Source: an optimization exercise on an open RTL-to-GDS flow (aim: small area, a short achievable clock period and few clock cycles per item). Production flows keep margins and buffers that such runs may drop.
Function was not checked in any run shown here: the RTL went through the layout flow alone.
No activity file was given, so power comes from the tool's default toggle rates.

==> design.v <==
module fx_flanger (
    input  wire        clk,
    input  wire        rst,
    input  wire        shift_en,    
    input  wire        blk_end,     
    input  wire        early,       
    input  wire [15:0] x,           
    output wire [15:0] h            
);
    localparam TAPMAX = 22;
    reg  [15:0] hist [0:TAPMAX-1];
    reg  [4:0]  tap;
    reg         dir_up;
    reg  [15:0] hsel;
    integer i;
    always @(*) begin
        hsel = 16'd0;
        for (i = 0; i < TAPMAX; i = i + 1)
            hsel = hsel | ({16{tap == i + 1}} & hist[i]);
    end
    wire fresh = (tap == TAPMAX[4:0]) && !dir_up && early;
    assign h = (tap == 5'd0) ? x : (fresh ? 16'd0 : hsel);
    always @(posedge clk) begin
        if (shift_en) begin
            hist[0] <= x;
            for (i = 1; i < TAPMAX; i = i + 1)
                hist[i] <= hist[i-1];
        end
    end
    always @(posedge clk) begin
        if (rst) begin
            tap    <= TAPMAX[4:0];
            dir_up <= 1'b0;
        end else if (blk_end) begin
            if (!dir_up) begin
                if (tap == 5'd0) begin
                    dir_up <= 1'b1;
                    tap    <= 5'd1;
                end else begin
                    tap    <= tap - 5'd1;
                end
            end else begin
                if (tap == TAPMAX[4:0]) begin
                    dir_up <= 1'b0;
                    tap    <= TAPMAX[4:0] - 5'd1;
                end else begin
                    tap    <= tap + 5'd1;
                end
            end
        end
    end
endmodule
module fx_mul (
    input  wire [15:0] A,
    input  wire [7:0]  one,
    input  wire [7:0]  two,
    input  wire [7:0]  neg,
    input  wire [4:0]  inj,
    output wire [31:0] R0,
    output wire [31:0] R1
);
    wire r0_0 = ((one[0] & A[0]) ^ neg[0]);
    wire r0_1 = (((one[0] & A[1]) | (two[0] & A[0])) ^ neg[0]);
    wire r0_2 = (((one[0] & A[2]) | (two[0] & A[1])) ^ neg[0]);
    wire r0_3 = (((one[0] & A[3]) | (two[0] & A[2])) ^ neg[0]);
    wire r0_4 = (((one[0] & A[4]) | (two[0] & A[3])) ^ neg[0]);
    wire r0_5 = (((one[0] & A[5]) | (two[0] & A[4])) ^ neg[0]);
    wire r0_6 = (((one[0] & A[6]) | (two[0] & A[5])) ^ neg[0]);
    wire r0_7 = (((one[0] & A[7]) | (two[0] & A[6])) ^ neg[0]);
    wire r0_8 = (((one[0] & A[8]) | (two[0] & A[7])) ^ neg[0]);
    wire r0_9 = (((one[0] & A[9]) | (two[0] & A[8])) ^ neg[0]);
    wire r0_10 = (((one[0] & A[10]) | (two[0] & A[9])) ^ neg[0]);
    wire r0_11 = (((one[0] & A[11]) | (two[0] & A[10])) ^ neg[0]);
    wire r0_12 = (((one[0] & A[12]) | (two[0] & A[11])) ^ neg[0]);
    wire r0_13 = (((one[0] & A[13]) | (two[0] & A[12])) ^ neg[0]);
    wire r0_14 = (((one[0] & A[14]) | (two[0] & A[13])) ^ neg[0]);
    wire r0_15 = (((one[0] & A[15]) | (two[0] & A[14])) ^ neg[0]);
    wire r0_16 = (((one[0] & A[15]) | (two[0] & A[15])) ^ neg[0]);
    wire r1_0 = ((one[1] & A[0]) ^ neg[1]);
    wire r1_1 = (((one[1] & A[1]) | (two[1] & A[0])) ^ neg[1]);
    wire r1_2 = (((one[1] & A[2]) | (two[1] & A[1])) ^ neg[1]);
    wire r1_3 = (((one[1] & A[3]) | (two[1] & A[2])) ^ neg[1]);
    wire r1_4 = (((one[1] & A[4]) | (two[1] & A[3])) ^ neg[1]);
    wire r1_5 = (((one[1] & A[5]) | (two[1] & A[4])) ^ neg[1]);
    wire r1_6 = (((one[1] & A[6]) | (two[1] & A[5])) ^ neg[1]);
    wire r1_7 = (((one[1] & A[7]) | (two[1] & A[6])) ^ neg[1]);
    wire r1_8 = (((one[1] & A[8]) | (two[1] & A[7])) ^ neg[1]);
    wire r1_9 = (((one[1] & A[9]) | (two[1] & A[8])) ^ neg[1]);
    wire r1_10 = (((one[1] & A[10]) | (two[1] & A[9])) ^ neg[1]);
    wire r1_11 = (((one[1] & A[11]) | (two[1] & A[10])) ^ neg[1]);
    wire r1_12 = (((one[1] & A[12]) | (two[1] & A[11])) ^ neg[1]);
    wire r1_13 = (((one[1] & A[13]) | (two[1] & A[12])) ^ neg[1]);
    wire r1_14 = (((one[1] & A[14]) | (two[1] & A[13])) ^ neg[1]);
    wire r1_15 = (((one[1] & A[15]) | (two[1] & A[14])) ^ neg[1]);
    wire r1_16 = (((one[1] & A[15]) | (two[1] & A[15])) ^ neg[1]);
    wire r2_0 = ((one[2] & A[0]) ^ neg[2]);
    wire r2_1 = (((one[2] & A[1]) | (two[2] & A[0])) ^ neg[2]);
    wire r2_2 = (((one[2] & A[2]) | (two[2] & A[1])) ^ neg[2]);
    wire r2_3 = (((one[2] & A[3]) | (two[2] & A[2])) ^ neg[2]);
    wire r2_4 = (((one[2] & A[4]) | (two[2] & A[3])) ^ neg[2]);
    wire r2_5 = (((one[2] & A[5]) | (two[2] & A[4])) ^ neg[2]);
    wire r2_6 = (((one[2] & A[6]) | (two[2] & A[5])) ^ neg[2]);
    wire r2_7 = (((one[2] & A[7]) | (two[2] & A[6])) ^ neg[2]);
    wire r2_8 = (((one[2] & A[8]) | (two[2] & A[7])) ^ neg[2]);
    wire r2_9 = (((one[2] & A[9]) | (two[2] & A[8])) ^ neg[2]);
    wire r2_10 = (((one[2] & A[10]) | (two[2] & A[9])) ^ neg[2]);
    wire r2_11 = (((one[2] & A[11]) | (two[2] & A[10])) ^ neg[2]);
    wire r2_12 = (((one[2] & A[12]) | (two[2] & A[11])) ^ neg[2]);
    wire r2_13 = (((one[2] & A[13]) | (two[2] & A[12])) ^ neg[2]);
    wire r2_14 = (((one[2] & A[14]) | (two[2] & A[13])) ^ neg[2]);
    wire r2_15 = (((one[2] & A[15]) | (two[2] & A[14])) ^ neg[2]);
    wire r2_16 = (((one[2] & A[15]) | (two[2] & A[15])) ^ neg[2]);
    wire r3_0 = ((one[3] & A[0]) ^ neg[3]);
    wire r3_1 = (((one[3] & A[1]) | (two[3] & A[0])) ^ neg[3]);
    wire r3_2 = (((one[3] & A[2]) | (two[3] & A[1])) ^ neg[3]);
    wire r3_3 = (((one[3] & A[3]) | (two[3] & A[2])) ^ neg[3]);
    wire r3_4 = (((one[3] & A[4]) | (two[3] & A[3])) ^ neg[3]);
    wire r3_5 = (((one[3] & A[5]) | (two[3] & A[4])) ^ neg[3]);
    wire r3_6 = (((one[3] & A[6]) | (two[3] & A[5])) ^ neg[3]);
    wire r3_7 = (((one[3] & A[7]) | (two[3] & A[6])) ^ neg[3]);
    wire r3_8 = (((one[3] & A[8]) | (two[3] & A[7])) ^ neg[3]);
    wire r3_9 = (((one[3] & A[9]) | (two[3] & A[8])) ^ neg[3]);
    wire r3_10 = (((one[3] & A[10]) | (two[3] & A[9])) ^ neg[3]);
    wire r3_11 = (((one[3] & A[11]) | (two[3] & A[10])) ^ neg[3]);
    wire r3_12 = (((one[3] & A[12]) | (two[3] & A[11])) ^ neg[3]);
    wire r3_13 = (((one[3] & A[13]) | (two[3] & A[12])) ^ neg[3]);
    wire r3_14 = (((one[3] & A[14]) | (two[3] & A[13])) ^ neg[3]);
    wire r3_15 = (((one[3] & A[15]) | (two[3] & A[14])) ^ neg[3]);
    wire r3_16 = (((one[3] & A[15]) | (two[3] & A[15])) ^ neg[3]);
    wire r4_0 = ((one[4] & A[0]) ^ neg[4]);
    wire r4_1 = (((one[4] & A[1]) | (two[4] & A[0])) ^ neg[4]);
    wire r4_2 = (((one[4] & A[2]) | (two[4] & A[1])) ^ neg[4]);
    wire r4_3 = (((one[4] & A[3]) | (two[4] & A[2])) ^ neg[4]);
    wire r4_4 = (((one[4] & A[4]) | (two[4] & A[3])) ^ neg[4]);
    wire r4_5 = (((one[4] & A[5]) | (two[4] & A[4])) ^ neg[4]);
    wire r4_6 = (((one[4] & A[6]) | (two[4] & A[5])) ^ neg[4]);
    wire r4_7 = (((one[4] & A[7]) | (two[4] & A[6])) ^ neg[4]);
    wire r4_8 = (((one[4] & A[8]) | (two[4] & A[7])) ^ neg[4]);
    wire r4_9 = (((one[4] & A[9]) | (two[4] & A[8])) ^ neg[4]);
    wire r4_10 = (((one[4] & A[10]) | (two[4] & A[9])) ^ neg[4]);
    wire r4_11 = (((one[4] & A[11]) | (two[4] & A[10])) ^ neg[4]);
    wire r4_12 = (((one[4] & A[12]) | (two[4] & A[11])) ^ neg[4]);
    wire r4_13 = (((one[4] & A[13]) | (two[4] & A[12])) ^ neg[4]);
    wire r4_14 = (((one[4] & A[14]) | (two[4] & A[13])) ^ neg[4]);
    wire r4_15 = (((one[4] & A[15]) | (two[4] & A[14])) ^ neg[4]);
    wire r4_16 = (((one[4] & A[15]) | (two[4] & A[15])) ^ neg[4]);
    wire r5_0 = ((one[5] & A[0]) ^ neg[5]);
    wire r5_1 = (((one[5] & A[1]) | (two[5] & A[0])) ^ neg[5]);
    wire r5_2 = (((one[5] & A[2]) | (two[5] & A[1])) ^ neg[5]);
    wire r5_3 = (((one[5] & A[3]) | (two[5] & A[2])) ^ neg[5]);
    wire r5_4 = (((one[5] & A[4]) | (two[5] & A[3])) ^ neg[5]);
    wire r5_5 = (((one[5] & A[5]) | (two[5] & A[4])) ^ neg[5]);
    wire r5_6 = (((one[5] & A[6]) | (two[5] & A[5])) ^ neg[5]);
    wire r5_7 = (((one[5] & A[7]) | (two[5] & A[6])) ^ neg[5]);
    wire r5_8 = (((one[5] & A[8]) | (two[5] & A[7])) ^ neg[5]);
    wire r5_9 = (((one[5] & A[9]) | (two[5] & A[8])) ^ neg[5]);
    wire r5_10 = ((((one[5] & A[10]) | (two[5] & A[9])) ^ neg[5]) | inj[0]);
    wire r5_11 = ((((one[5] & A[11]) | (two[5] & A[10])) ^ neg[5]) | inj[1]);
    wire r5_12 = ((((one[5] & A[12]) | (two[5] & A[11])) ^ neg[5]) | inj[2]);
    wire r5_13 = ((((one[5] & A[13]) | (two[5] & A[12])) ^ neg[5]) | inj[3]);
    wire r5_14 = ((((one[5] & A[14]) | (two[5] & A[13])) ^ neg[5]) | inj[4]);
    wire r5_15 = (((one[5] & A[15]) | (two[5] & A[14])) ^ neg[5]);
    wire r5_16 = (((one[5] & A[15]) | (two[5] & A[15])) ^ neg[5]);
    wire r6_0 = ((one[6] & A[0]) ^ neg[6]);
    wire r6_1 = (((one[6] & A[1]) | (two[6] & A[0])) ^ neg[6]);
    wire r6_2 = (((one[6] & A[2]) | (two[6] & A[1])) ^ neg[6]);
    wire r6_3 = (((one[6] & A[3]) | (two[6] & A[2])) ^ neg[6]);
    wire r6_4 = (((one[6] & A[4]) | (two[6] & A[3])) ^ neg[6]);
    wire r6_5 = (((one[6] & A[5]) | (two[6] & A[4])) ^ neg[6]);
    wire r6_6 = (((one[6] & A[6]) | (two[6] & A[5])) ^ neg[6]);
    wire r6_7 = (((one[6] & A[7]) | (two[6] & A[6])) ^ neg[6]);
    wire r6_8 = (((one[6] & A[8]) | (two[6] & A[7])) ^ neg[6]);
    wire r6_9 = (((one[6] & A[9]) | (two[6] & A[8])) ^ neg[6]);
    wire r6_10 = (((one[6] & A[10]) | (two[6] & A[9])) ^ neg[6]);
    wire r6_11 = (((one[6] & A[11]) | (two[6] & A[10])) ^ neg[6]);
    wire r6_12 = (((one[6] & A[12]) | (two[6] & A[11])) ^ neg[6]);
    wire r6_13 = (((one[6] & A[13]) | (two[6] & A[12])) ^ neg[6]);
    wire r6_14 = (((one[6] & A[14]) | (two[6] & A[13])) ^ neg[6]);
    wire r6_15 = (((one[6] & A[15]) | (two[6] & A[14])) ^ neg[6]);
    wire r6_16 = (((one[6] & A[15]) | (two[6] & A[15])) ^ neg[6]);
    wire r7_0 = ((one[7] & A[0]) ^ neg[7]);
    wire r7_1 = (((one[7] & A[1]) | (two[7] & A[0])) ^ neg[7]);
    wire r7_2 = (((one[7] & A[2]) | (two[7] & A[1])) ^ neg[7]);
    wire r7_3 = (((one[7] & A[3]) | (two[7] & A[2])) ^ neg[7]);
    wire r7_4 = (((one[7] & A[4]) | (two[7] & A[3])) ^ neg[7]);
    wire r7_5 = (((one[7] & A[5]) | (two[7] & A[4])) ^ neg[7]);
    wire r7_6 = (((one[7] & A[6]) | (two[7] & A[5])) ^ neg[7]);
    wire r7_7 = (((one[7] & A[7]) | (two[7] & A[6])) ^ neg[7]);
    wire r7_8 = (((one[7] & A[8]) | (two[7] & A[7])) ^ neg[7]);
    wire r7_9 = (((one[7] & A[9]) | (two[7] & A[8])) ^ neg[7]);
    wire r7_10 = (((one[7] & A[10]) | (two[7] & A[9])) ^ neg[7]);
    wire r7_11 = (((one[7] & A[11]) | (two[7] & A[10])) ^ neg[7]);
    wire r7_12 = (((one[7] & A[12]) | (two[7] & A[11])) ^ neg[7]);
    wire r7_13 = (((one[7] & A[13]) | (two[7] & A[12])) ^ neg[7]);
    wire r7_14 = (((one[7] & A[14]) | (two[7] & A[13])) ^ neg[7]);
    wire r7_15 = (((one[7] & A[15]) | (two[7] & A[14])) ^ neg[7]);
    wire r7_16 = (((one[7] & A[15]) | (two[7] & A[15])) ^ neg[7]);
    wire s1 = r0_10 ^ r1_8;
    wire c2 = r0_10 & r1_8;
    wire s3 = r0_11 ^ r1_9;
    wire c4 = r0_11 & r1_9;
    wire s5 = r0_12 ^ r1_10 ^ r2_8;
    wire c6 = (r0_12 & r1_10) | (r0_12 & r2_8) | (r1_10 & r2_8);
    wire s7 = r3_6 ^ r4_4;
    wire c8 = r3_6 & r4_4;
    wire s9 = r0_13 ^ r1_11 ^ r2_9;
    wire c10 = (r0_13 & r1_11) | (r0_13 & r2_9) | (r1_11 & r2_9);
    wire s11 = r3_7 ^ r4_5;
    wire c12 = r3_7 & r4_5;
    wire s13 = r0_14 ^ r1_12 ^ r2_10;
    wire c14 = (r0_14 & r1_12) | (r0_14 & r2_10) | (r1_12 & r2_10);
    wire s15 = r3_8 ^ r4_6 ^ r5_4;
    wire c16 = (r3_8 & r4_6) | (r3_8 & r5_4) | (r4_6 & r5_4);
    wire s17 = r6_2 ^ r7_0;
    wire c18 = r6_2 & r7_0;
    wire s19 = r0_15 ^ r1_13 ^ r2_11;
    wire c20 = (r0_15 & r1_13) | (r0_15 & r2_11) | (r1_13 & r2_11);
    wire s21 = r3_9 ^ r4_7 ^ r5_5;
    wire c22 = (r3_9 & r4_7) | (r3_9 & r5_5) | (r4_7 & r5_5);
    wire s23 = r6_3 ^ r7_1;
    wire c24 = r6_3 & r7_1;
    wire s25 = ~r0_16 ^ r1_14 ^ r2_12;
    wire c26 = (~r0_16 & r1_14) | (~r0_16 & r2_12) | (r1_14 & r2_12);
    wire s27 = r3_10 ^ r4_8 ^ r5_6;
    wire c28 = (r3_10 & r4_8) | (r3_10 & r5_6) | (r4_8 & r5_6);
    wire s29 = r6_4 ^ r7_2 ^ 1'b1;
    wire c30 = (r6_4 & r7_2) | (r6_4 & 1'b1) | (r7_2 & 1'b1);
    wire s31 = r1_15 ^ r2_13 ^ r3_11;
    wire c32 = (r1_15 & r2_13) | (r1_15 & r3_11) | (r2_13 & r3_11);
    wire s33 = r4_9 ^ r5_7 ^ r6_5;
    wire c34 = (r4_9 & r5_7) | (r4_9 & r6_5) | (r5_7 & r6_5);
    wire s35 = r7_3 ^ 1'b1;
    wire c36 = r7_3 & 1'b1;
    wire s37 = ~r1_16 ^ r2_14 ^ r3_12;
    wire c38 = (~r1_16 & r2_14) | (~r1_16 & r3_12) | (r2_14 & r3_12);
    wire s39 = r4_10 ^ r5_8 ^ r6_6;
    wire c40 = (r4_10 & r5_8) | (r4_10 & r6_6) | (r5_8 & r6_6);
    wire s41 = r2_15 ^ r3_13 ^ r4_11;
    wire c42 = (r2_15 & r3_13) | (r2_15 & r4_11) | (r3_13 & r4_11);
    wire s43 = r5_9 ^ r6_7;
    wire c44 = r5_9 & r6_7;
    wire s45 = ~r2_16 ^ r3_14 ^ r4_12;
    wire c46 = (~r2_16 & r3_14) | (~r2_16 & r4_12) | (r3_14 & r4_12);
    wire s47 = r3_15 ^ r4_13;
    wire c48 = r3_15 & r4_13;
    wire s49 = r0_6 ^ r1_4;
    wire c50 = r0_6 & r1_4;
    wire s51 = r0_7 ^ r1_5;
    wire c52 = r0_7 & r1_5;
    wire s53 = r0_8 ^ r1_6 ^ r2_4;
    wire c54 = (r0_8 & r1_6) | (r0_8 & r2_4) | (r1_6 & r2_4);
    wire s55 = r3_2 ^ r4_0;
    wire c56 = r3_2 & r4_0;
    wire s57 = r0_9 ^ r1_7 ^ r2_5;
    wire c58 = (r0_9 & r1_7) | (r0_9 & r2_5) | (r1_7 & r2_5);
    wire s59 = r3_3 ^ r4_1;
    wire c60 = r3_3 & r4_1;
    wire s61 = r2_6 ^ r3_4 ^ r4_2;
    wire c62 = (r2_6 & r3_4) | (r2_6 & r4_2) | (r3_4 & r4_2);
    wire s63 = r5_0 ^ neg[5] ^ s1;
    wire c64 = (r5_0 & neg[5]) | (r5_0 & s1) | (neg[5] & s1);
    wire s65 = r2_7 ^ r3_5 ^ r4_3;
    wire c66 = (r2_7 & r3_5) | (r2_7 & r4_3) | (r3_5 & r4_3);
    wire s67 = r5_1 ^ c2 ^ s3;
    wire c68 = (r5_1 & c2) | (r5_1 & s3) | (c2 & s3);
    wire s69 = r5_2 ^ r6_0 ^ neg[6];
    wire c70 = (r5_2 & r6_0) | (r5_2 & neg[6]) | (r6_0 & neg[6]);
    wire s71 = c4 ^ s7 ^ s5;
    wire c72 = (c4 & s7) | (c4 & s5) | (s7 & s5);
    wire s73 = r5_3 ^ r6_1 ^ c8;
    wire c74 = (r5_3 & r6_1) | (r5_3 & c8) | (r6_1 & c8);
    wire s75 = s11 ^ c6 ^ s9;
    wire c76 = (s11 & c6) | (s11 & s9) | (c6 & s9);
    wire s77 = neg[7] ^ c12 ^ s17;
    wire c78 = (neg[7] & c12) | (neg[7] & s17) | (c12 & s17);
    wire s79 = c10 ^ s13 ^ s15;
    wire c80 = (c10 & s13) | (c10 & s15) | (s13 & s15);
    wire s81 = c18 ^ s23 ^ c14;
    wire c82 = (c18 & s23) | (c18 & c14) | (s23 & c14);
    wire s83 = c16 ^ s19 ^ s21;
    wire c84 = (c16 & s19) | (c16 & s21) | (s19 & s21);
    wire s85 = c24 ^ c20 ^ c22;
    wire c86 = (c24 & c20) | (c24 & c22) | (c20 & c22);
    wire s87 = s25 ^ s27 ^ s29;
    wire c88 = (s25 & s27) | (s25 & s29) | (s27 & s29);
    wire s89 = s35 ^ c26 ^ c28;
    wire c90 = (s35 & c26) | (s35 & c28) | (c26 & c28);
    wire s91 = c30 ^ s31 ^ s33;
    wire c92 = (c30 & s31) | (c30 & s33) | (s31 & s33);
    wire s93 = r7_4 ^ c36 ^ c32;
    wire c94 = (r7_4 & c36) | (r7_4 & c32) | (c36 & c32);
    wire s95 = c34 ^ s37 ^ s39;
    wire c96 = (c34 & s37) | (c34 & s39) | (s37 & s39);
    wire s97 = r7_5 ^ 1'b1 ^ s43;
    wire c98 = (r7_5 & 1'b1) | (r7_5 & s43) | (1'b1 & s43);
    wire s99 = c38 ^ c40 ^ s41;
    wire c100 = (c38 & c40) | (c38 & s41) | (c40 & s41);
    wire s101 = r5_10 ^ r6_8 ^ r7_6;
    wire c102 = (r5_10 & r6_8) | (r5_10 & r7_6) | (r6_8 & r7_6);
    wire s103 = c44 ^ c42 ^ s45;
    wire c104 = (c44 & c42) | (c44 & s45) | (c42 & s45);
    wire s105 = r5_11 ^ r6_9 ^ r7_7;
    wire c106 = (r5_11 & r6_9) | (r5_11 & r7_7) | (r6_9 & r7_7);
    wire s107 = 1'b1 ^ s47 ^ c46;
    wire c108 = (1'b1 & s47) | (1'b1 & c46) | (s47 & c46);
    wire s109 = ~r3_16 ^ r4_14 ^ r5_12;
    wire c110 = (~r3_16 & r4_14) | (~r3_16 & r5_12) | (r4_14 & r5_12);
    wire s111 = r6_10 ^ r7_8 ^ c48;
    wire c112 = (r6_10 & r7_8) | (r6_10 & c48) | (r7_8 & c48);
    wire s113 = r4_15 ^ r5_13 ^ r6_11;
    wire c114 = (r4_15 & r5_13) | (r4_15 & r6_11) | (r5_13 & r6_11);
    wire s115 = r7_9 ^ 1'b1;
    wire c116 = r7_9 & 1'b1;
    wire s117 = ~r4_16 ^ r5_14 ^ r6_12;
    wire c118 = (~r4_16 & r5_14) | (~r4_16 & r6_12) | (r5_14 & r6_12);
    wire s119 = r5_15 ^ r6_13;
    wire c120 = r5_15 & r6_13;
    wire s121 = r0_4 ^ r1_2;
    wire c122 = r0_4 & r1_2;
    wire s123 = r0_5 ^ r1_3;
    wire c124 = r0_5 & r1_3;
    wire s125 = r2_2 ^ r3_0 ^ neg[3];
    wire c126 = (r2_2 & r3_0) | (r2_2 & neg[3]) | (r3_0 & neg[3]);
    wire s127 = r2_3 ^ r3_1 ^ c50;
    wire c128 = (r2_3 & r3_1) | (r2_3 & c50) | (r3_1 & c50);
    wire s129 = neg[4] ^ c52 ^ s55;
    wire c130 = (neg[4] & c52) | (neg[4] & s55) | (c52 & s55);
    wire s131 = c56 ^ s59 ^ c54;
    wire c132 = (c56 & s59) | (c56 & c54) | (s59 & c54);
    wire s133 = c60 ^ c58 ^ s61;
    wire c134 = (c60 & c58) | (c60 & s61) | (c58 & s61);
    wire s135 = c62 ^ s65 ^ c64;
    wire c136 = (c62 & s65) | (c62 & c64) | (s65 & c64);
    wire s137 = c66 ^ s69 ^ c68;
    wire c138 = (c66 & s69) | (c66 & c68) | (s69 & c68);
    wire s139 = c70 ^ s73 ^ c72;
    wire c140 = (c70 & s73) | (c70 & c72) | (s73 & c72);
    wire s141 = c74 ^ s77 ^ c76;
    wire c142 = (c74 & s77) | (c74 & c76) | (s77 & c76);
    wire s143 = c78 ^ s81 ^ c80;
    wire c144 = (c78 & s81) | (c78 & c80) | (s81 & c80);
    wire s145 = c82 ^ s85 ^ c84;
    wire c146 = (c82 & s85) | (c82 & c84) | (s85 & c84);
    wire s147 = c86 ^ s89 ^ c88;
    wire c148 = (c86 & s89) | (c86 & c88) | (s89 & c88);
    wire s149 = c90 ^ s93 ^ c92;
    wire c150 = (c90 & s93) | (c90 & c92) | (s93 & c92);
    wire s151 = s97 ^ c94 ^ c96;
    wire c152 = (s97 & c94) | (s97 & c96) | (c94 & c96);
    wire s153 = s101 ^ c98 ^ c100;
    wire c154 = (s101 & c98) | (s101 & c100) | (c98 & c100);
    wire s155 = c102 ^ s105 ^ s107;
    wire c156 = (c102 & s105) | (c102 & s107) | (s105 & s107);
    wire s157 = c106 ^ s109 ^ s111;
    wire c158 = (c106 & s109) | (c106 & s111) | (s109 & s111);
    wire s159 = s115 ^ c110 ^ s113;
    wire c160 = (s115 & c110) | (s115 & s113) | (c110 & s113);
    wire s161 = r7_10 ^ c116 ^ c114;
    wire c162 = (r7_10 & c116) | (r7_10 & c114) | (c116 & c114);
    wire s163 = r7_11 ^ 1'b1 ^ s119;
    wire c164 = (r7_11 & 1'b1) | (r7_11 & s119) | (1'b1 & s119);
    wire s165 = ~r5_16 ^ r6_14 ^ r7_12;
    wire c166 = (~r5_16 & r6_14) | (~r5_16 & r7_12) | (r6_14 & r7_12);
    wire s167 = r6_15 ^ r7_13;
    wire c168 = r6_15 & r7_13;
    wire s169 = r0_2 ^ r1_0;
    wire c170 = r0_2 & r1_0;
    wire s171 = r0_3 ^ r1_1;
    wire c172 = r0_3 & r1_1;
    wire s173 = r2_0 ^ neg[2] ^ s121;
    wire c174 = (r2_0 & neg[2]) | (r2_0 & s121) | (neg[2] & s121);
    wire s175 = r2_1 ^ c122 ^ s123;
    wire c176 = (r2_1 & c122) | (r2_1 & s123) | (c122 & s123);
    wire s177 = c124 ^ s49 ^ s125;
    wire c178 = (c124 & s49) | (c124 & s125) | (s49 & s125);
    wire s179 = s51 ^ c126 ^ s127;
    wire c180 = (s51 & c126) | (s51 & s127) | (c126 & s127);
    wire s181 = s53 ^ c128 ^ s129;
    wire c182 = (s53 & c128) | (s53 & s129) | (c128 & s129);
    wire s183 = s57 ^ c130 ^ s131;
    wire c184 = (s57 & c130) | (s57 & s131) | (c130 & s131);
    wire s185 = s63 ^ c132 ^ s133;
    wire c186 = (s63 & c132) | (s63 & s133) | (c132 & s133);
    wire s187 = s67 ^ c134 ^ s135;
    wire c188 = (s67 & c134) | (s67 & s135) | (c134 & s135);
    wire s189 = s71 ^ c136 ^ s137;
    wire c190 = (s71 & c136) | (s71 & s137) | (c136 & s137);
    wire s191 = s75 ^ c138 ^ s139;
    wire c192 = (s75 & c138) | (s75 & s139) | (c138 & s139);
    wire s193 = s79 ^ c140 ^ s141;
    wire c194 = (s79 & c140) | (s79 & s141) | (c140 & s141);
    wire s195 = s83 ^ c142 ^ s143;
    wire c196 = (s83 & c142) | (s83 & s143) | (c142 & s143);
    wire s197 = s87 ^ c144 ^ s145;
    wire c198 = (s87 & c144) | (s87 & s145) | (c144 & s145);
    wire s199 = s91 ^ c146 ^ s147;
    wire c200 = (s91 & c146) | (s91 & s147) | (c146 & s147);
    wire s201 = s95 ^ c148 ^ s149;
    wire c202 = (s95 & c148) | (s95 & s149) | (c148 & s149);
    wire s203 = s99 ^ c150 ^ s151;
    wire c204 = (s99 & c150) | (s99 & s151) | (c150 & s151);
    wire s205 = s103 ^ c152 ^ s153;
    wire c206 = (s103 & c152) | (s103 & s153) | (c152 & s153);
    wire s207 = c104 ^ c154 ^ s155;
    wire c208 = (c104 & c154) | (c104 & s155) | (c154 & s155);
    wire s209 = c108 ^ s157 ^ c156;
    wire c210 = (c108 & s157) | (c108 & c156) | (s157 & c156);
    wire s211 = c112 ^ s159 ^ c158;
    wire c212 = (c112 & s159) | (c112 & c158) | (s159 & c158);
    wire s213 = s117 ^ s161 ^ c160;
    wire c214 = (s117 & s161) | (s117 & c160) | (s161 & c160);
    wire s215 = c118 ^ s163 ^ c162;
    wire c216 = (c118 & s163) | (c118 & c162) | (s163 & c162);
    wire s217 = c120 ^ s165 ^ c164;
    wire c218 = (c120 & s165) | (c120 & c164) | (s165 & c164);
    wire s219 = 1'b1 ^ s167 ^ c166;
    wire c220 = (1'b1 & s167) | (1'b1 & c166) | (s167 & c166);
    wire s221 = ~r6_16 ^ r7_14 ^ c168;
    wire c222 = (~r6_16 & r7_14) | (~r6_16 & c168) | (r7_14 & c168);
    wire s223 = r7_15 ^ 1'b1;
    wire c224 = r7_15 & 1'b1;
    assign R0 = {1'b1, ~r7_16, s223, s221, s219, s217, s215, s213, s211, s209, s207, s205, s203, s201, s199, s197, s195, s193, s191, s189, s187, s185, s183, s181, s179, s177, s175, s173, s171, s169, r0_1, r0_0};
    assign R1 = {1'b0, c224, c222, c220, c218, c216, c214, c212, c210, c208, c206, c204, c202, c200, c198, c196, c194, c192, c190, c188, c186, c184, c182, c180, c178, c176, c174, c172, c170, neg[1], 1'b0, neg[0]};
endmodule
module fx_crush_prep (
    input  wire [15:0] s,
    input  wire [2:0]  depth,       
    output wire [15:0] a,           
    output wire [4:0]  inj          
);
    wire neg = s[15];
    wire [11:0] lo_any;
    assign lo_any[0] = s[0];
    genvar k;
    generate
        for (k = 1; k < 12; k = k + 1) begin : g_any
            assign lo_any[k] = lo_any[k-1] | s[k];
        end
    endgenerate
    wire up12 = s[11] & (!neg | lo_any[10]);
    wire up11 = s[10] & (!neg | lo_any[9]);
    wire up10 = s[9]  & (!neg | lo_any[8]);
    wire up9  = s[8]  & (!neg | lo_any[7]);
    wire up8  = s[7]  & (!neg | lo_any[6]);
    assign inj[4] = (depth == 3'd1) & up12;
    assign inj[3] = (depth == 3'd2) & up11;
    assign inj[2] = (depth == 3'd3) & up10;
    assign inj[1] = (depth == 3'd4) & up9;
    assign inj[0] = (depth == 3'd5) & up8;
    assign a[15:12] = s[15:12];
    assign a[11]    = s[11] & (depth > 3'd1);
    assign a[10]    = s[10] & (depth > 3'd2);
    assign a[9]     = s[9]  & (depth > 3'd3);
    assign a[8]     = s[8]  & (depth > 3'd4);
    assign a[7:0]   = 8'd0;
endmodule
module flanger_sweep_state_machine #(
    parameter N = 32,              
    parameter L = 24               
) (
    input  wire        clk,
    input  wire        rst,
    input  wire        key_valid,
    input  wire [7:0]  key_char,
    input  wire        btn,
    input  wire        in_valid,
    output wire        in_ready,
    input  wire [15:0] mic,
    input  wire [15:0] gen,
    output reg         out_valid,
    input  wire        out_ready,
    output reg  [31:0] out_data,
    output reg         out_last,
    output reg         out_ev_valid,
    output reg         out_ev_kind,    
    output reg  [7:0]  out_ev_arg,
    output wire [15:0] gen_freq
);
    localparam [2:0] MIN_DEPTH = 3'd1;
    localparam [2:0] MAX_DEPTH = 3'd5;
    localparam [1:0] M_NONE  = 2'd0;
    localparam [1:0] M_FLAN  = 2'd1;
    localparam [1:0] M_RING  = 2'd2;
    localparam [1:0] M_CRUSH = 2'd3;
    reg  [1:0] mode;
    reg        src_sel;
    reg  [2:0] depth;
    reg        key_pend;
    reg  [7:0] key_q;
    reg        btn_pend;
    localparam CW = $clog2(N);
    localparam [CW-1:0] LAST_BEAT = N - 1;
    reg  [CW-1:0] cnt;               
    reg        sk_valid;             
    wire       rdy = !sk_valid;      
    reg        in_ready_q;           
    assign in_ready = in_ready_q;
    wire acc   = in_valid && rdy;
    wire first = (cnt == 0);
    wire last  = (cnt == LAST_BEAT);
    wire k_n     = (key_q == 8'h6E);
    wire k_f     = (key_q == 8'h66);
    wire k_r     = (key_q == 8'h72);
    wire k_b     = (key_q == 8'h62);
    wire k_plus  = (key_q == 8'h2B);
    wire k_minus = (key_q == 8'h2D);
    wire k_mode  = k_n | k_f | k_r | k_b;
    wire k_unrec = !(k_mode | k_plus | k_minus);
    reg [1:0] key_mode;
    always @(*) begin
        case (1'b1)
            k_f:     key_mode = M_FLAN;
            k_r:     key_mode = M_RING;
            k_b:     key_mode = M_CRUSH;
            default: key_mode = M_NONE;
        endcase
    end
    reg [2:0] new_depth;
    always @(*) begin
        new_depth = depth;
        if (key_pend && k_plus && depth < MAX_DEPTH)
            new_depth = depth + 3'd1;
        if (key_pend && k_minus && depth > MIN_DEPTH)
            new_depth = depth - 3'd1;
    end
    wire [1:0] new_mode = (key_pend && k_mode) ? key_mode : mode;
    wire       new_src  = src_sel ^ btn_pend;
    wire [1:0] cur_mode  = first ? new_mode  : mode;
    wire       cur_src   = first ? new_src   : src_sel;
    wire [2:0] cur_depth = first ? new_depth : depth;
    always @(posedge clk) begin
        if (rst) begin
            mode     <= M_NONE;
            src_sel  <= 1'b0;
            depth    <= MIN_DEPTH;
            key_pend <= 1'b0;
            btn_pend <= 1'b0;
            cnt      <= 0;
        end else begin
            if (acc) begin
                cnt <= last ? 0 : cnt + 1'b1;
                if (first) begin
                    mode    <= new_mode;
                    src_sel <= new_src;
                    depth   <= new_depth;
                end
            end
            if (key_valid)
                key_pend <= 1'b1;
            else if (acc && first)
                key_pend <= 1'b0;
            if (btn)
                btn_pend <= 1'b1;
            else if (acc && first)
                btn_pend <= 1'b0;
        end
    end
    always @(posedge clk) begin
        if (key_valid)
            key_q <= key_char;
    end
    always @(posedge clk) begin
        if (acc && first) begin
            out_ev_valid <= key_pend && !(k_plus || k_minus);
            out_ev_kind  <= k_unrec;
            out_ev_arg   <= k_unrec ? key_q : {6'd0, key_mode};
        end
    end
    wire [15:0] s = cur_src ? gen : mic;
    wire is_flan  = (cur_mode == M_FLAN);
    wire is_ring  = (cur_mode == M_RING);
    wire is_crush = (cur_mode == M_CRUSH);
    wire [15:0] h;
    fx_flanger u_flan (
        .clk      (clk),
        .rst      (rst),
        .shift_en (acc && is_flan),
        .blk_end  (acc && last && is_flan),
        .early    (cnt < 5'd22),
        .x        (s),
        .h        (h)
    );
    localparam [7:0] F_LO = 8'd75, F_HI = 8'd175, F_D = 8'd6;
    reg  [7:0] f8;
    reg        f_up;
    wire [7:0] f_upv = f8 + F_D;
    wire [7:0] f_dnv = f8 - F_D;
    always @(posedge clk) begin
        if (rst) begin
            f8   <= F_LO;
            f_up <= 1'b1;
        end else if (acc && last && is_ring) begin
            if (f_up) begin
                if (f_upv > F_HI) begin
                    f8   <= F_HI;
                    f_up <= 1'b0;
                end else begin
                    f8   <= f_upv;
                end
            end else begin
                if (f8 < F_LO + F_D) begin
                    f8   <= F_LO;
                    f_up <= 1'b1;
                end else begin
                    f8   <= f_dnv;
                end
            end
        end
    end
    assign gen_freq = {5'd0, f8, 3'd0};
    wire [15:0] a_crush;
    wire [4:0]  inj_in;
    fx_crush_prep u_crush (.s(s), .depth(cur_depth), .a(a_crush), .inj(inj_in));
    wire [15:0] a_in = is_ring ? mic : (is_flan ? h : (is_crush ? a_crush : s));
    reg  [7:0]  one_in, two_in, neg_in;
    wire [16:0] ge = {gen, 1'b0};
    integer j;
    always @(*) begin
        for (j = 0; j < 8; j = j + 1) begin
            if (is_ring) begin
                one_in[j] = ge[2*j+1] ^ ge[2*j];
                two_in[j] = (ge[2*j+2] & ~ge[2*j+1] & ~ge[2*j]) |
                            (~ge[2*j+2] & ge[2*j+1] & ge[2*j]);
                neg_in[j] = ge[2*j+2] & ~(ge[2*j+1] & ge[2*j]);
            end else begin
                one_in[j] = (j == 6);
                two_in[j] = (j == 5) && is_flan;
                neg_in[j] = (j == 5) && is_flan;
            end
        end
    end
    reg        v1, l1;
    reg [4:0]  inj1;
    reg [15:0] a1;
    reg [7:0]  one1, two1, neg1;
    always @(posedge clk) begin
        if (rst)
            v1 <= 1'b0;
        else if (rdy)
            v1 <= in_valid;
        if (rdy) begin
            l1   <= last;
            inj1 <= is_crush ? inj_in : 5'd0;
            a1   <= a_in;
            one1 <= one_in;
            two1 <= two_in;
            neg1 <= neg_in;
        end
    end
    wire [31:0] ps, pc;
    fx_mul u_mul (
        .A(a1), .one(one1), .two(two1), .neg(neg1), .inj(inj1),
        .R0(ps), .R1(pc)
    );
    reg        v2, l2;
    reg [31:0] s2, k2;
    always @(posedge clk) begin
        if (rst)
            v2 <= 1'b0;
        else if (rdy)
            v2 <= v1;
        if (rdy) begin
            l2 <= l1;
            s2 <= ps;
            k2 <= pc;
        end
    end
    wire [31:0] y = s2 + k2;
    reg [31:0] sk_data;
    reg        sk_last;
    always @(posedge clk) begin
        if (rst) begin
            out_valid  <= 1'b0;
            sk_valid   <= 1'b0;
            in_ready_q <= 1'b1;
        end else if (!out_valid || out_ready) begin
            out_valid  <= sk_valid || v2;
            sk_valid   <= 1'b0;
            in_ready_q <= 1'b1;
        end else if (v2 && !sk_valid) begin
            sk_valid   <= 1'b1;
            in_ready_q <= 1'b0;
        end
    end
    always @(posedge clk) begin
        if (!out_valid || out_ready) begin
            out_data <= sk_valid ? sk_data : y;
            out_last <= sk_valid ? sk_last : l2;
        end
        if (!sk_valid) begin
            sk_data <= y;
            sk_last <= l2;
        end
    end
endmodule
==> run.sh <==
#!/bin/bash
# synth_recipe.tcl (not shown) runs the flow's synth.tcl, then flattens the netlist and writes it again
# the make line also repeats each setting of config.mk as NAME=value (left out here)
make -C /OpenROAD-flow-scripts/flow DESIGN_CONFIG=/design/flow/config.mk WORK_HOME=/design/flow/orfs CLKGATE_MAP_FILE= SYNTH_SCRIPT=/design/flow/synth_recipe.tcl finish
==> config.mk <==
export PLATFORM = sky130hd
export DESIGN_NAME = flanger_sweep_state_machine
export DESIGN_NICKNAME = flanger_sweep_state_machine
export VERILOG_FILES = /design/flow/design.v
export SDC_FILE = /design/flow/constraint.sdc
export NUM_CORES = 4
export LEC_CHECK = 0
export CAP_MARGIN = 20
export CORE_MARGIN = 2
export CORE_UTILIZATION = 40
export CTS_BUF_LIST = sky130_fd_sc_hd__clkbuf_16
export CTS_CLUSTER_DIAMETER = 90
export CTS_CLUSTER_SIZE = 20
export SETUP_SLACK_MARGIN = 5
export SLEW_MARGIN = 20
==> constraint.sdc <==
create_clock -name core_clock -period 8.0 [get_ports {clk}]
set_input_delay 1.6000 -clock core_clock [delete_from_list [all_inputs] [get_ports {clk}]]
set_output_delay 1.6000 -clock core_clock [all_outputs]
set_load 0.01 [all_outputs]
==> flow_summary.yaml, run 1 <==
cts:
  cts_buffer_depth: 3
  htree_levels: 2
  numCtsBuffers: 37
  clock-sinks: 577
  clk_pin_slew_ns: 0.08
  clk_latency_ns: 0.59
  hold_buffers: 0
  cts_tree: "yes"
  root_buffer: "clkbuf_16"
critical_path:
  crit_fanout: 4
  startpoint_type: "register"
  crit_chain: "buf_4, a22oi_2, xor2_2, fa_2, inv_2, fa_2, inv_2, fa_1, inv_2, fa_2"
  path_buf_inv: 4
  max_stage_delay_ns: 0.58
  cp-end-kind: "register"
  arrival_ns: 3.51
  setup.worst_path.class: "reg -> reg"
  cp.required_ns: 8.31
  crit_family: "adder cells"
  crit_path_top_delay_cell: "fa_2"
placement:
  numPortBuffers: 98
  place.gp.congestion: 0.856
  dpl_cell_area_um2: 30300
  dp_hpwl_mm: 47.6
die:
  dieArea_um2: 72700
  core_um2: 69900
  rows: 97
  die_y_um: 270
  ios: 107
  initial_core_util: 0.404
  fp.dieW_um: 270
route:
  remaining_drc_errors: 0
  drt_wl_total_mm: 75.3
  drt-initial-drc-count: 2230
  vias: 19111
  vias_per_cell: 5.79
  drtAntennaViolNets: 0
  avgRoutedWirePerCell_um: 22.8
  dr.pass1.iters: 8
sta:
  drv_slew: 0
  fin_tns_setup_ns: 0
  worst_pin_slew_ns: 0.955
  period_needed_ns: 3.20
  finClkSkew_ns: 0.0386
  relSlewSlack: 0.363
  finalSetupViolations: 0
  grt_setup_unrepaired: "yes"
  finalCritPeriodShare: 0.400
  hold_viol: 0
  clock.fmax_mhz: 313
final_layout:
  final_nets: 2541
  seqCellArea_um2: 16700
  syn2layout_area_growth_pct: 19.4
  multiInputGateArea_um2: 11300
  fillers: 6158
  drive_gt1_frac: 0.213
  design_area_um2: 33700
  postLayoutCoreUtil: 0.482
pwr:
  p_sw_frac: 0.301
  p_sw_mw: 2.44
  pwr-share-comb: 0.279
  p_leak_nw: 12.0
  clockPowerShare: 0.242
  internal_power_mw: 5.65
  p_total_mw: 8.09
  pwr-share-seq: 0.479
  p_per_area_nw_per_um2: 240
  irDropWorstVdd_mv: 0.198
logic_synthesis:
  yosys_warnings: 3
  synth_flop_cell: "edfxtp_1"
  syn_area_um2: 28200
  ys_seq_area_frac: 0.590
  ys_seq_elements: 577
  syn_avg_cell_area_um2: 13.1
  syn_inst: 2156
  ys_async_sr_fraction: 0
  yosysUniqueCellTypes: 95
  synth_edf_count: 511
global_route:
  grt_pass1_vias: 18806
  antenna_found_initial: 2
  grt_start_max_net_pins: 84
  gr-usage-all-layers: 0.202
  grt_pass1_wl_mm: 114
  overflow: 0
run:
  max-cap-violations: 0
hold_path:
  hold_class: "reg -> reg"
status:
  status: "timing/DRC/antenna clean"
through the flow:
step,hold slack [ns],std cells,setup WS (ns)
final,0.449,3300,4.80
after floorplan,0.400,2163,0.301
after global placement,0.429,3075,3.51
after global routing,0.454,3298,4.69
after detailed placement,0.434,3075,3.44
after CTS,0.447,3276,4.77
synth_stat cells, types with 32 or more instances:
cell,number,area (um2)
clkbuf_1,127,477
nor3_1,36,180
fa_1,82,1640
a21oi_1,79,395
nand3_1,48,240
a222oi_1,32,320
dfxtp_1,66,1320
xnor2_1,107,937
ha_1,74,926
edfxtp_1,511,15300
inv_1,119,447
nand2_1,87,327
nor2_1,78,293
a22oi_1,227,1700
o21ai_0,63,315
xor2_1,57,499
cell usage in the layout (no fill, tap or decap), types with 30 or more instances in the layout:
cell type	count
nor3_1	30
a22oi_1	178
inv_1	99
clkdlybuf4s50_1	37
a22oi_2	49
buf_4	143
dfxtp_1	54
nor2_1	70
nand3_1	48
nand2_1	82
edfxtp_1	511
buf_12	31
fa_2	30
xnor2_1	104
dlygate4sd2_1	57
a21oi_1	78
clkbuf_16	39
o21ai_0	63
inv_2	30
ha_1	58
xor2_1	51
fa_1	52
a222oi_1	32
power groups by stage:
stage / Combinational, mW / Clock, mW / Sequential [mW]
after floorplan: 1.39 / 0 / 3.94
after global placement: 1.88 / 0 / 4.05
after detailed placement: 1.91 / 0 / 4.06
after CTS: 2.17 / 2.00 / 3.87
after global routing: 2.53 / 2.11 / 3.91
final: 2.26 / 1.96 / 3.88
registers in the layout, indices dropped and copies added (netlist names), 8 cells and up:
| register | count |
|---|---|
| f8 | 8 |
| a1 | 16 |
| sk_data | 32 |
| u_flan.hist | 352 |
| key_q | 8 |
| k2 | 30 |
| out_data | 32 |
| one1 | 8 |
| s2 | 31 |
| out_ev_arg | 8 |
| neg1 | 8 |
| two1 | 8 |
metal layers:
layer | routed length, um | vias up | global-route usage
met2 | 34800 | 902 | 0.321
li1 | - | 8482 | -
met5 | 31 | - | 0
met1 | 32500 | 9600 | 0.283
met3 | 6040 | 123 | 0.0402
met4 | 1940 | 4 | 0.0545
path summary, 6_finish.rpt:
check                                      end  cells after the start  slack, ns                    startpoint
setup / recovery              s2[16]$_DFFE_PN_                     10       4.80              a1[15]$_DFFE_PN_
hold / removal    u_flan.hist[16][0]$_DFFE_PP_                      0       0.45  u_flan.hist[15][0]$_DFFE_PP_
setup reg to reg              s2[16]$_DFFE_PN_                     10       4.80              a1[15]$_DFFE_PN_
hold reg to reg   u_flan.hist[16][0]$_DFFE_PP_                      0       0.45  u_flan.hist[15][0]$_DFFE_PP_
cell type report:
type,count,share of cell area
diodes,2,0.000148
repair buffers,293,0.0884
clock inverters,20,0.00572
clock buffers,38,0.0282
flip-flops and latches,577,0.495
multi-input cells,1310,0.334
inverters,120,0.0136
well taps,940,0.0349
logic make-up after synthesis:
group / Yosys count / synth area share
compound gates: 550 / 0.140
xor+xnor: 165 / 0.0514
fa+ha+maj: 156 / 0.0909
buf+inv: 277 / 0.0396
flops: 577 / 0.590
mux: 28 / 0.0110
other cells: 1 / 0.000133
simple gates: 402 / 0.0763
timing repair:
action                                  in CTS  in global routing
buffers inserted                           139                 21
gates resized for setup                    157                 88
cloned                                       4                  1
pin swaps                                   59                 62
endpoints found under the setup margin     500                278
==> run 2: changes to the inputs <==
--- a/design.v
+++ b/design.v
@@ -641,12 +641,14 @@
         if (rdy) begin
             l1   <= last;
             inj1 <= is_crush ? inj_in : 5'd0;
-            a1   <= a_in;
-            one1 <= one_in;
-            two1 <= two_in;
-            neg1 <= neg_in;
         end
     end
+    always @(posedge clk) begin
+        a1   <= a1   ^ ({16{rdy}} & (a_in   ^ a1));
+        one1 <= one1 ^ ({8{rdy}}  & (one_in ^ one1));
+        two1 <= two1 ^ ({8{rdy}}  & (two_in ^ two1));
+        neg1 <= neg1 ^ ({8{rdy}}  & (neg_in ^ neg1));
+    end
     wire [31:0] ps, pc;
     fx_mul u_mul (
         .A(a1), .one(one1), .two(two1), .neg(neg1), .inj(inj1),
==> run 2 against run 1 <==
  * Still clean on timing, DRC and antenna
  * Worst setup slack better by 0.015 ns
  * Worst hold slack worse by 0.0083 ns
  * Global-route usage down 0.094 points
  * Synthesized cell count about the same
  * Critical path depth up 1
  * Utilization up 0.30 points
  * Combinational power down 44%
  * Design area up 0.62%
  * Largest cell class unchanged
  * Largest power group unchanged
==> flow_summary.yaml, run 2 <==
status:
  status: "timing/DRC/antenna clean"
route:
  avgRoutedWirePerCell_um: 22.9
  vias: 19054
  vias_per_cell: 5.76
  remaining_drc_errors: 0
  drtAntennaViolNets: 0
  drt-initial-drc-count: 1951
  dr.pass1.iters: 7
  drt_wl_total_mm: 75.8
pwr:
  p_per_area_nw_per_um2: 202
  pwr-share-seq: 0.536
  pwr-share-comb: 0.185
  p_sw_frac: 0.272
  irDropWorstVdd_mv: 0.162
  p_sw_mw: 1.86
  p_leak_nw: 12.4
  internal_power_mw: 4.99
  clockPowerShare: 0.279
logic_synthesis:
  synth_flop_cell: "edfxtp_1"
  syn_avg_cell_area_um2: 13.1
  syn_inst: 2155
  synthMostInstantiatedCell: "edfxtp_1"
  syn_area_um2: 28200
  synthTopCellsByArea: "edfxtp_1, a22oi_1, fa_1"
  yosys_warnings: 3
  synth.top_cell.area_share: 0.545
  ys_top_cells_by_count: "edfxtp_1, a22oi_1, clkbuf_1, inv_1, xnor2_1"
  synth_top_cell_by_area: "edfxtp_1"
  ys_seq_elements: 577
  ys_async_sr_fraction: 0
  synth_edf_count: 511
  yosysUniqueCellTypes: 84
  ys_seq_area_frac: 0.591
placement:
  place_ws_ns: 3.45
  dpl_cell_area_um2: 30400
  numPortBuffers: 98
  place.gp.congestion: 0.894
  dp_hpwl_mm: 45.6
  dp.cells: 3071
hold_path:
  hold_class: "reg -> reg"
  worstHoldStart: "u_flan.hist[1][10]$_DFFE_PP_"
critical_path:
  rrSetupSlack_ns: 4.82
  cp-end-kind: "register"
  max_stage_delay_ns: 0.55
  path_buf_inv: 5
  cp.depth: 11
  crit_fanout: 4
  crit_end: "s2[15]$_DFFE_PN_"
  crit_path_top_delay_cell: "fa_2"
  crit_chain: "buf_6, buf_16, a22oi_2, xor2_1, fa_2, inv_2, fa_2, inv_2, fa_2, inv_2, fa_2"
  arrival_ns: 3.51
  r2r_cells: 11
  reg2reg_to: "s2[15]$_DFFE_PN_"
  setup.worst_path.class: "reg -> reg"
  startpoint_type: "register"
  crit_family: "adder cells"
  path_common_cell: "fa_2"
  cp.required_ns: 8.33
sta:
  finalSetupViolations: 0
  finalWorstSetupSlack_ns: 4.82
  grt_setup_unrepaired: "yes"
  clock.fmax_mhz: 314
  finalCritPeriodShare: 0.398
  worst_pin_slew_ns: 0.882
  hold_viol: 0
  relSlewSlack: 0.412
  finClkSkew_ns: 0.0504
  fin_tns_setup_ns: 0
  drv_slew: 0
  period_needed_ns: 3.18
cts:
  numCtsBuffers: 36
  htree_levels: 2
  clk_pin_slew_ns: 0.09
  clock-sinks: 577
  clk_latency_ns: 0.62
  cts_tree: "yes"
  root_buffer: "clkbuf_16"
  hold_buffers: 0
  cts_buffer_depth: 3
final_layout:
  multiInputGateArea_um2: 11300
  seqCellArea_um2: 16700
  design_area_um2: 33900
  fillers: 6089
  regMostFlops: "u_flan.hist"
  final_nets: 2549
  drive_gt1_frac: 0.199
  top_regs: "u_flan.hist: 352 flops, out_data: 32 flops, sk_data: 32 flops"
  layout_common_cells: "edfxtp_1, a22oi_1, buf_4"
  final_common_cell: "edfxtp_1"
  largest_reg_flops: 352
  fin_cells: 3306
  syn2layout_area_growth_pct: 20.4
global_route:
  grt_pass1_wl_mm: 114
  grt_pass1_vias: 18748
  overflow: 0
  gr-usage-all-layers: 0.201
  antenna_found_initial: 4
  grt_start_max_net_pins: 71
die:
  die_y_um: 269
  rows: 97
  core_um2: 69900
  fp.dieW_um: 269
  ios: 107
  dieArea_um2: 72600
  initial_core_util: 0.403
run:
  max-cap-violations: 0
-- run 2: routing by layer --
layer | global-route usage | wire length (um)
met2 | 0.338 | 36700
met3 | 0.0316 | 5890
met5 | 0 | 27
met4 | 0.0700 | 2490
met1 | 0.265 | 30700
-- run 2: through the flow --
step	power, mW	hold WS [ns]	util
2_1_floorplan	4.52	0.400	-
5_1_grt	7.16	0.445	0.485
6_report	6.85	0.440	0.485
4_1_cts	6.84	0.428	0.477
3_3_place_gp	4.84	0.411	0.435
3_5_place_dp	4.88	0.412	0.435
-- run 2: cells by family after synthesis --
logic type / after synthesis / share of synthesized area
compound gates: 551 / 0.140
xor+xnor: 165 / 0.0513
fa+ha+maj: 156 / 0.0911
buf+inv: 288 / 0.0404
flops: 577 / 0.591
mux: 34 / 0.0129
other cells: 1 / 0.000133
simple gates: 383 / 0.0724
-- run 2: repair_timing --
item,in CTS,in global routing
buffers inserted,147,19
resized for setup,140,99
endpoints found under the setup margin,484,402
pin swaps,35,62
gates cloned,6,6
-- run 2: layout make-up --
class                           instances  area share
Sequential cell                       577       0.492
Multi-Input combinational cell       1298       0.332
Timing Repair Buffer                  308      0.0939
Tap cell                              940      0.0347
Clock buffer                           37      0.0273
Inverter                              126      0.0141
Clock inverter                         18     0.00524
Antenna cell                            2    0.000148
-- run 2: how the worst min path moves through the flow --
stage	to	slack (ns)	cells after the start
final	u_flan.hist[2][10]$_DFFE_PP_	0.44	0
after global routing	u_flan.hist[15][2]$_DFFE_PP_	0.44	0
after CTS	u_flan.hist[15][2]$_DFFE_PP_	0.43	0
after detailed placement	l2$_DFFE_PN_	0.41	0
after global placement	l2$_DFFE_PN_	0.41	0
after floorplan	l2$_DFFE_PN_	0.40	0
-- run 2: power groups by stage --
stage               logic [mW]  clock network [mW]  registers, mW
detailed placement        1.05                   0           3.82
global placement          1.03                   0           3.82
global route              1.41                2.05           3.70
floorplan                0.766                   0           3.76
finish                    1.27                1.91           3.67
CTS                       1.21                1.96           3.67
==> run 3: changes to the inputs <==
--- a/design.v
+++ b/design.v
@@ -641,14 +641,12 @@
         if (rdy) begin
             l1   <= last;
             inj1 <= is_crush ? inj_in : 5'd0;
+            a1   <= a_in;
+            one1 <= one_in;
+            two1 <= two_in;
+            neg1 <= neg_in;
         end
     end
-    always @(posedge clk) begin
-        a1   <= a1   ^ ({16{rdy}} & (a_in   ^ a1));
-        one1 <= one1 ^ ({8{rdy}}  & (one_in ^ one1));
-        two1 <= two1 ^ ({8{rdy}}  & (two_in ^ two1));
-        neg1 <= neg1 ^ ({8{rdy}}  & (neg_in ^ neg1));
-    end
     wire [31:0] ps, pc;
     fx_mul u_mul (
         .A(a1), .one(one1), .two(two1), .neg(neg1), .inj(inj1),
--- a/config.mk
+++ b/config.mk
@@ -7,9 +7,9 @@
 export LEC_CHECK = 0
 export CAP_MARGIN = 20
 export CORE_MARGIN = 2
-export CORE_UTILIZATION = 40
-export CTS_BUF_LIST = sky130_fd_sc_hd__clkbuf_16
-export CTS_CLUSTER_DIAMETER = 90
-export CTS_CLUSTER_SIZE = 20
-export SETUP_SLACK_MARGIN = 5
+export CORE_UTILIZATION = 55
+export CTS_BUF_LIST = sky130_fd_sc_hd__clkbuf_8
+export CTS_CLUSTER_DIAMETER = 70
+export CTS_CLUSTER_SIZE = 16
+export SETUP_SLACK_MARGIN = 4.8
 export SLEW_MARGIN = 20
==> run 3 against run 2 <==
  * First-iteration DRC count increased by 10%
  * Final cell count is 8.0% lower
  * Sequential power up 5%
  * Largest cell class unchanged
  * Register-to-register slack got worse by 0.08 ns
  * Largest power group unchanged
  * Combinational power grew 65%
  * Clock skew shrank 0.0074 ns
  * Still clean on timing, DRC and antenna
  * Maximum frequency is 2.4% lower
==> flow_summary.yaml, run 3 <==
sta:
  finalWorstSetupSlack_ns: 4.74
  finalCritPeriodShare: 0.407
  fin_tns_setup_ns: 0
  drv_slew: 0
  period_needed_ns: 3.26
  finClkSkew_ns: 0.0431
  finalSetupViolations: 0
  worst_pin_slew_ns: 0.979
  grt_setup_unrepaired: "yes"
  hold_viol: 0
  whs_ns: 0.446
  clock.fmax_mhz: 307
  relSlewSlack: 0.347
route:
  drt_wl_total_mm: 71.5
  remaining_drc_errors: 0
  dr.pass1.iters: 6
  vias_per_cell: 6.24
  vias: 18958
  drt-initial-drc-count: 2147
  avgRoutedWirePerCell_um: 23.5
  drtAntennaViolNets: 0
status:
  status: "timing/DRC/antenna clean"
die:
  dieArea_um2: 53200
  core_um2: 51000
  die_y_um: 231
  ios: 107
  fp.dieW_um: 231
  initial_core_util: 0.554
  rows: 83
critical_path:
  rrSetupSlack_ns: 4.74
  max_stage_delay_ns: 0.66
  cp.required_ns: 8.46
  setup.worst_path.class: "reg -> reg"
  startpoint_type: "register"
  r2r_cells: 10
  crit_family: "compound AO/OA/AOI/OAI gates"
  arrival_ns: 3.72
  crit_fanout: 10
  crit_path_top_delay_cell: "nor4bb_4"
  cp-end-kind: "register"
  crit_chain: "inv_1, ha_1, nor4bb_4, buf_4, a22oi_1, nand3_1, nor2_1, a31oi_1, o22ai_1, a221oi_1"
  timing.rr.start: "u_flan.tap[0]$_SDFFE_PP0P_"
  reg2reg_to: "a1[8]$_DFFE_PN_"
  path_buf_inv: 2
hold_path:
  hold_class: "reg -> reg"
  holdPathStages: 0
  worstHoldStart: "l1$_DFFE_PN_"
  holdPathEnd: "l2$_DFFE_PN_"
cts:
  cts_tree: "yes"
  clock-sinks: 577
  root_buffer: "clkbuf_8"
  numCtsBuffers: 44
  clk_pin_slew_ns: 0.10
  hold_buffers: 0
  cts_buffer_depth: 3
  htree_levels: 2
  clk_latency_ns: 0.69
global_route:
  grt_start_max_net_pins: 98
  overflow: 0
  gr-usage-all-layers: 0.267
  grt_pass1_vias: 18601
  antenna_found_initial: 1
  grt_pass1_wl_mm: 109
final_layout:
  fillers: 3967
  regMostFlops: "u_flan.hist"
  drive_gt1_frac: 0.155
  largest_reg_flops: 352
  design_area_um2: 32200
  fin_cells: 3040
  final_common_cell: "edfxtp_1"
  layout_common_cells: "edfxtp_1, a22oi_1, buf_4"
  top_regs: "u_flan.hist: 352 flops, out_data: 32 flops, sk_data: 32 flops"
  final_nets: 2525
  syn2layout_area_growth_pct: 14.0
logic_synthesis:
  synth_top_cell_by_area: "edfxtp_1"
  syn_area_um2: 28200
  synth_edf_count: 511
  synthMostInstantiatedCell: "edfxtp_1"
  synth_flop_cell: "edfxtp_1"
  yosysUniqueCellTypes: 95
  syn_avg_cell_area_um2: 13.1
  synth.top_cell.area_share: 0.543
  ys_seq_area_frac: 0.590
  ys_top_cells_by_count: "edfxtp_1, a22oi_1, clkbuf_1, inv_1, xnor2_1"
  ys_seq_elements: 577
  syn_inst: 2156
  synthTopCellsByArea: "edfxtp_1, a22oi_1, fa_1"
  ys_async_sr_fraction: 0
  yosys_warnings: 3
pwr:
  irDropWorstVdd_mv: 0.147
  p_per_area_nw_per_um2: 233
  p_leak_nw: 11.8
placement:
  dpl_cell_area_um2: 29800
  place_ws_ns: 3.98
  numPortBuffers: 98
  dp.cells: 2817
  place.gp.congestion: 0.883
  dp_hpwl_mm: 46.6
run:
  max-cap-violations: 0
-- run 3: layout make-up --
cell class	count	area [um2]	area share
diodes	1	2.50	0.0000777
clock buffers	45	619	0.0192
clock inverters	37	193	0.00599
inverters	120	458	0.0142
multi-input cells	1309	10800	0.336
flip-flops and latches	577	16700	0.519
well taps	680	851	0.0264
repair buffers	271	2550	0.0794
-- run 3: repair_timing --
action,CTS,global route
gates resized for setup,62,59
buffers inserted,110,29
endpoints found under the setup margin,425,320
cloned,1,0
pin swaps,3,26
-- run 3: kinds of logic (layout without fill, tap and decap cells) --
logic type	count (synthesis)	in the layout	share of synthesized area
xor gates and xnor gates	165	165	0.0514
other	1	9	0.000133
DFF	577	577	0.590
buffers and inverters	277	473	0.0396
and+or+nand+nor	402	402	0.0763
muxes	28	28	0.0110
adders and majority gates	156	156	0.0909
AOI/OAI and AO/OA	550	550	0.140
-- run 3: how the worst max path moves through the flow --
stage	startpoint	end	slack (ns)	cells after the start
after CTS	out_ev_arg[2]$_SDFFCE_PN0P_	out_ev_arg[2]	4.80	1
final	u_flan.tap[0]$_SDFFE_PP0P_	a1[8]$_DFFE_PN_	4.74	10
after global routing	u_flan.tap[0]$_SDFFE_PP0P_	a1[8]$_DFFE_PN_	4.60	11
after floorplan	sk_valid$_SDFFE_PP0P_	u_flan.hist[0][0]$_DFFE_PP_	0.30	3
after global placement	in_valid	u_flan.tap[0]$_SDFFE_PP0P_	4.06	6
after detailed placement	in_valid	u_flan.tap[0]$_SDFFE_PP0P_	3.98	6
-- run 3: layer usage --
layer,GRT usage,vias to the layer above,part of all wire
met2,0.398,893,0.44
met3,0.0602,133,0.099
met1,0.389,9479,0.43
met4,0.0923,0,0.032
li1,-,8453,-
met5,0,-,0
-- run 3: through the flow --
stage / util / total power [mW]
4_1_cts: 0.622 / 7.50
3_3_place_gp: 0.585 / 5.83
6_report: 0.631 / 7.49
5_1_grt: 0.631 / 7.92
3_5_place_dp: 0.585 / 5.88
2_1_floorplan: - / 5.27
-- run 3: worst reg2reg max path: cells and delay by family, from the launching register on --
| kind | cells | cell delay, ns |
|---|---|---|
| buf+inv | 2 | 0.59 |
| flops | 1 | 0.37 |
| simple gates | 3 | 0.80 |
| fa+ha+maj | 1 | 0.29 |
| compound gates | 4 | 1.00 |
-- run 3: power by group --
part           internal, mW  leakage, nW  total (mW)  switching [mW]
clock                 0.544        0.513        1.53           0.989
combinational         0.913         5.74        2.10            1.18
sequential             3.73         5.51        3.86           0.124
total                  5.19         11.8        7.49            2.30
==> run 4: changes to the inputs <==
--- a/config.mk
+++ b/config.mk
@@ -7,7 +7,7 @@
 export LEC_CHECK = 0
 export CAP_MARGIN = 20
 export CORE_MARGIN = 2
-export CORE_UTILIZATION = 55
+export CORE_UTILIZATION = 40
 export CTS_BUF_LIST = sky130_fd_sc_hd__clkbuf_8
 export CTS_CLUSTER_DIAMETER = 70
 export CTS_CLUSTER_SIZE = 16
==> run 4 against run 3 <==
  * Power grew 0.53%
  * Combinational power shrank 2%
  * Clock power grew 5%
  * Clock skew shrank 0.0056 ns
  * Flip-flop and latch count is the same
  * Critical path type unchanged
  * Largest cell class unchanged
==> flow_summary.yaml, run 4 <==
status:
  status: "timing/DRC/antenna clean"
final_layout:
  postLayoutCoreUtil: 0.462
  final_nets: 2512
  largest_reg_flops: 352
  final_common_cell: "edfxtp_1"
  design_area_um2: 32300
  drive_gt1_frac: 0.141
  layout_common_cells: "edfxtp_1, a22oi_1, buf_4"
  fin_cells: 3271
  syn2layout_area_growth_pct: 14.5
  regMostFlops: "u_flan.hist"
  top_regs: "u_flan.hist: 352 flops, out_data: 32 flops, sk_data: 32 flops"
logic_synthesis:
  syn_inst: 2156
  yosysUniqueCellTypes: 95
  yosys_warnings: 3
  ys_seq_area_frac: 0.590
  synthTopCellsByArea: "edfxtp_1, a22oi_1, fa_1"
  synth_edf_count: 511
  ys_seq_elements: 577
  synth.top_cell.area_share: 0.543
  syn_area_um2: 28200
  synthMostInstantiatedCell: "edfxtp_1"
  ys_async_sr_fraction: 0
  synth_flop_cell: "edfxtp_1"
  syn_avg_cell_area_um2: 13.1
  ys_top_cells_by_count: "edfxtp_1, a22oi_1, clkbuf_1, inv_1, xnor2_1"
  synth_top_cell_by_area: "edfxtp_1"
cts:
  root_buffer: "clkbuf_8"
  htree_levels: 2
  clock-sinks: 577
  clk_latency_ns: 0.69
  clk_pin_slew_ns: 0.10
  hold_buffers: 0
  numCtsBuffers: 45
  cts_buffer_depth: 3
  cts_tree: "yes"
pwr:
  irDropWorstVdd_mv: 0.160
  p_total_mw: 7.53
  p_leak_nw: 11.7
  p_per_area_nw_per_um2: 233
critical_path:
  crit_fanout: 10
  r2r_cells: 8
  worstSetupStartpoint: "one1[2]$_SDFFCE_PN0N_"
  timing.rr.start: "one1[2]$_SDFFCE_PN0N_"
  arrival_ns: 3.65
  cp-end-kind: "register"
  startpoint_type: "register"
  crit_chain: "a22oi_1, xnor2_1, fa_2, inv_1, fa_1, fa_1, inv_1, fa_1"
  crit_path_top_delay_cell: "edfxtp_1"
  path_buf_inv: 2
  reg2reg_to: "s2[17]$_DFFE_PN_"
  cp.required_ns: 8.41
  rrSetupSlack_ns: 4.76
  crit_family: "adder cells"
  setup.worst_path.class: "reg -> reg"
  path_common_cell: "fa_1"
  max_stage_delay_ns: 0.57
global_route:
  grt_pass1_wl_mm: 113
  gr-usage-all-layers: 0.198
  grt_start_max_net_pins: 82
  grt_pass1_vias: 18822
  antenna_found_initial: 3
  overflow: 0
sta:
  period_needed_ns: 3.24
  finalWorstSetupSlack_ns: 4.76
  relSlewSlack: 0.376
  finalCritPeriodShare: 0.405
  hold_viol: 0
  whs_ns: 0.453
  finalSetupViolations: 0
  clock.fmax_mhz: 309
  fin_tns_setup_ns: 0
  grt_setup_unrepaired: "yes"
  worst_pin_slew_ns: 0.935
  finClkSkew_ns: 0.0374
  drv_slew: 0
die:
  initial_core_util: 0.404
  die_y_um: 270
  ios: 107
  fp.dieW_um: 270
  core_um2: 69900
  dieArea_um2: 72700
  rows: 97
placement:
  dpl_cell_area_um2: 30200
  dp_hpwl_mm: 47.2
  dp.cells: 3079
  place.gp.congestion: 0.852
  numPortBuffers: 98
  place_ws_ns: 3.42
route:
  avgRoutedWirePerCell_um: 22.6
  remaining_drc_errors: 0
  drt_wl_total_mm: 73.8
  vias: 18827
  drt-initial-drc-count: 2285
  vias_per_cell: 5.76
  drtAntennaViolNets: 0
  dr.pass1.iters: 8
hold_path:
  holdPathEnd: "u_flan.hist[13][3]$_DFFE_PP_"
  holdPathStages: 0
  worstHoldStart: "u_flan.hist[12][3]$_DFFE_PP_"
  hold_class: "reg -> reg"
run:
  max-cap-violations: 0
==> run 4: cell counts after synthesis <==
No cell type changed its count.
==> run 4: area by class of cell <==
| type | instances | area [um2] |
|---|---|---|
| well taps | 940 | 1180 |
| fillers | 6309 | 37600 |
| inverters | 120 | 458 |
| repair buffers | 257 | 2480 |
| clock buffers | 45 | 619 |
| clock inverters | 22 | 203 |
| flip-flops and latches | 577 | 16700 |
| multi-input cells | 1309 | 10700 |
| diodes | 1 | 2.50 |
==> run 4: worst max path at each step <==
| stage | endpoint | slack (ns) | cells past startpoint |
|---|---|---|---|
| floorplan | u_flan.hist[0][0]$_DFFE_PP_ | 0.30 | 3 |
| global placement | u_flan.hist[12][12]$_DFFE_PP_ | 3.62 | 10 |
| detailed placement | u_flan.hist[12][12]$_DFFE_PP_ | 3.42 | 10 |
| CTS | out_ev_kind | 4.80 | 1 |
| global route | s2[17]$_DFFE_PN_ | 4.67 | 8 |
| finish | s2[17]$_DFFE_PN_ | 4.76 | 8 |
==> run 4: cell families (layout without fill, tap and decap cells) <==
group	count (synthesis)	count (layout)	share of synthesized area
AO/OA/AOI/OAI	550	550	0.140
XOR/XNOR	165	165	0.0514
adder cells (fa/ha/maj)	156	156	0.0909
buffers and inverters	277	444	0.0396
flip-flops	577	577	0.590
multiplexers	28	28	0.0110
other	1	9	0.000133
AND/OR/NAND/NOR	402	402	0.0763
==> run 4: where the power goes <==
part / switching, mW / internal (mW)
sequential: 0.122 / 3.74
combinational: 1.18 / 0.884
clock: 0.998 / 0.608
total: 2.30 / 5.23
==> run 4: repair_timing <==
| item | 4_1_cts | 5_1_grt |
|---|---|---|
| setup endpoints to repair | 413 | 137 |
| endpoints found under the hold margin | 0 | 0 |
| gates cloned | 5 | 0 |
| pin swaps | 3 | 4 |
| setup buffers | 112 | 7 |
| resized for setup | 58 | 33 |
==> run 4: layer usage <==
metal,vias to the layer above,GRT usage,wire (um)
met2,845,0.313,33800
met1,9412,0.273,31100
met4,6,0.0702,2490
met5,-,0,40
li1,8418,-,-
met3,146,0.0372,6320

## port drivers added, routing unchanged
Ports are ideal in the flow. The routed layouts listed here were re-timed in OpenROAD. Step 1 assumes that a clkbuf_16 drives the clock port and a buf_2 every other input. Step 2 times the ports against the registers' clock, not the clock port: input delays grow and output delays shrink by t, the midpoint of the rising clock arrivals with the driver on. a / b / c = ideal ports / drivers / drivers and shift; a / b = the first two.
run	t, ns	setup WS [ns]
run 1	0.641	4.802 / 4.802 / 4.419
run 2	0.657	4.817 / 4.817 / 4.355
run 3	0.717	4.741 / 4.741 / 4.257
run 4	0.731	4.764 / 4.764 / 4.219
After both steps every run listed still meets setup and hold.
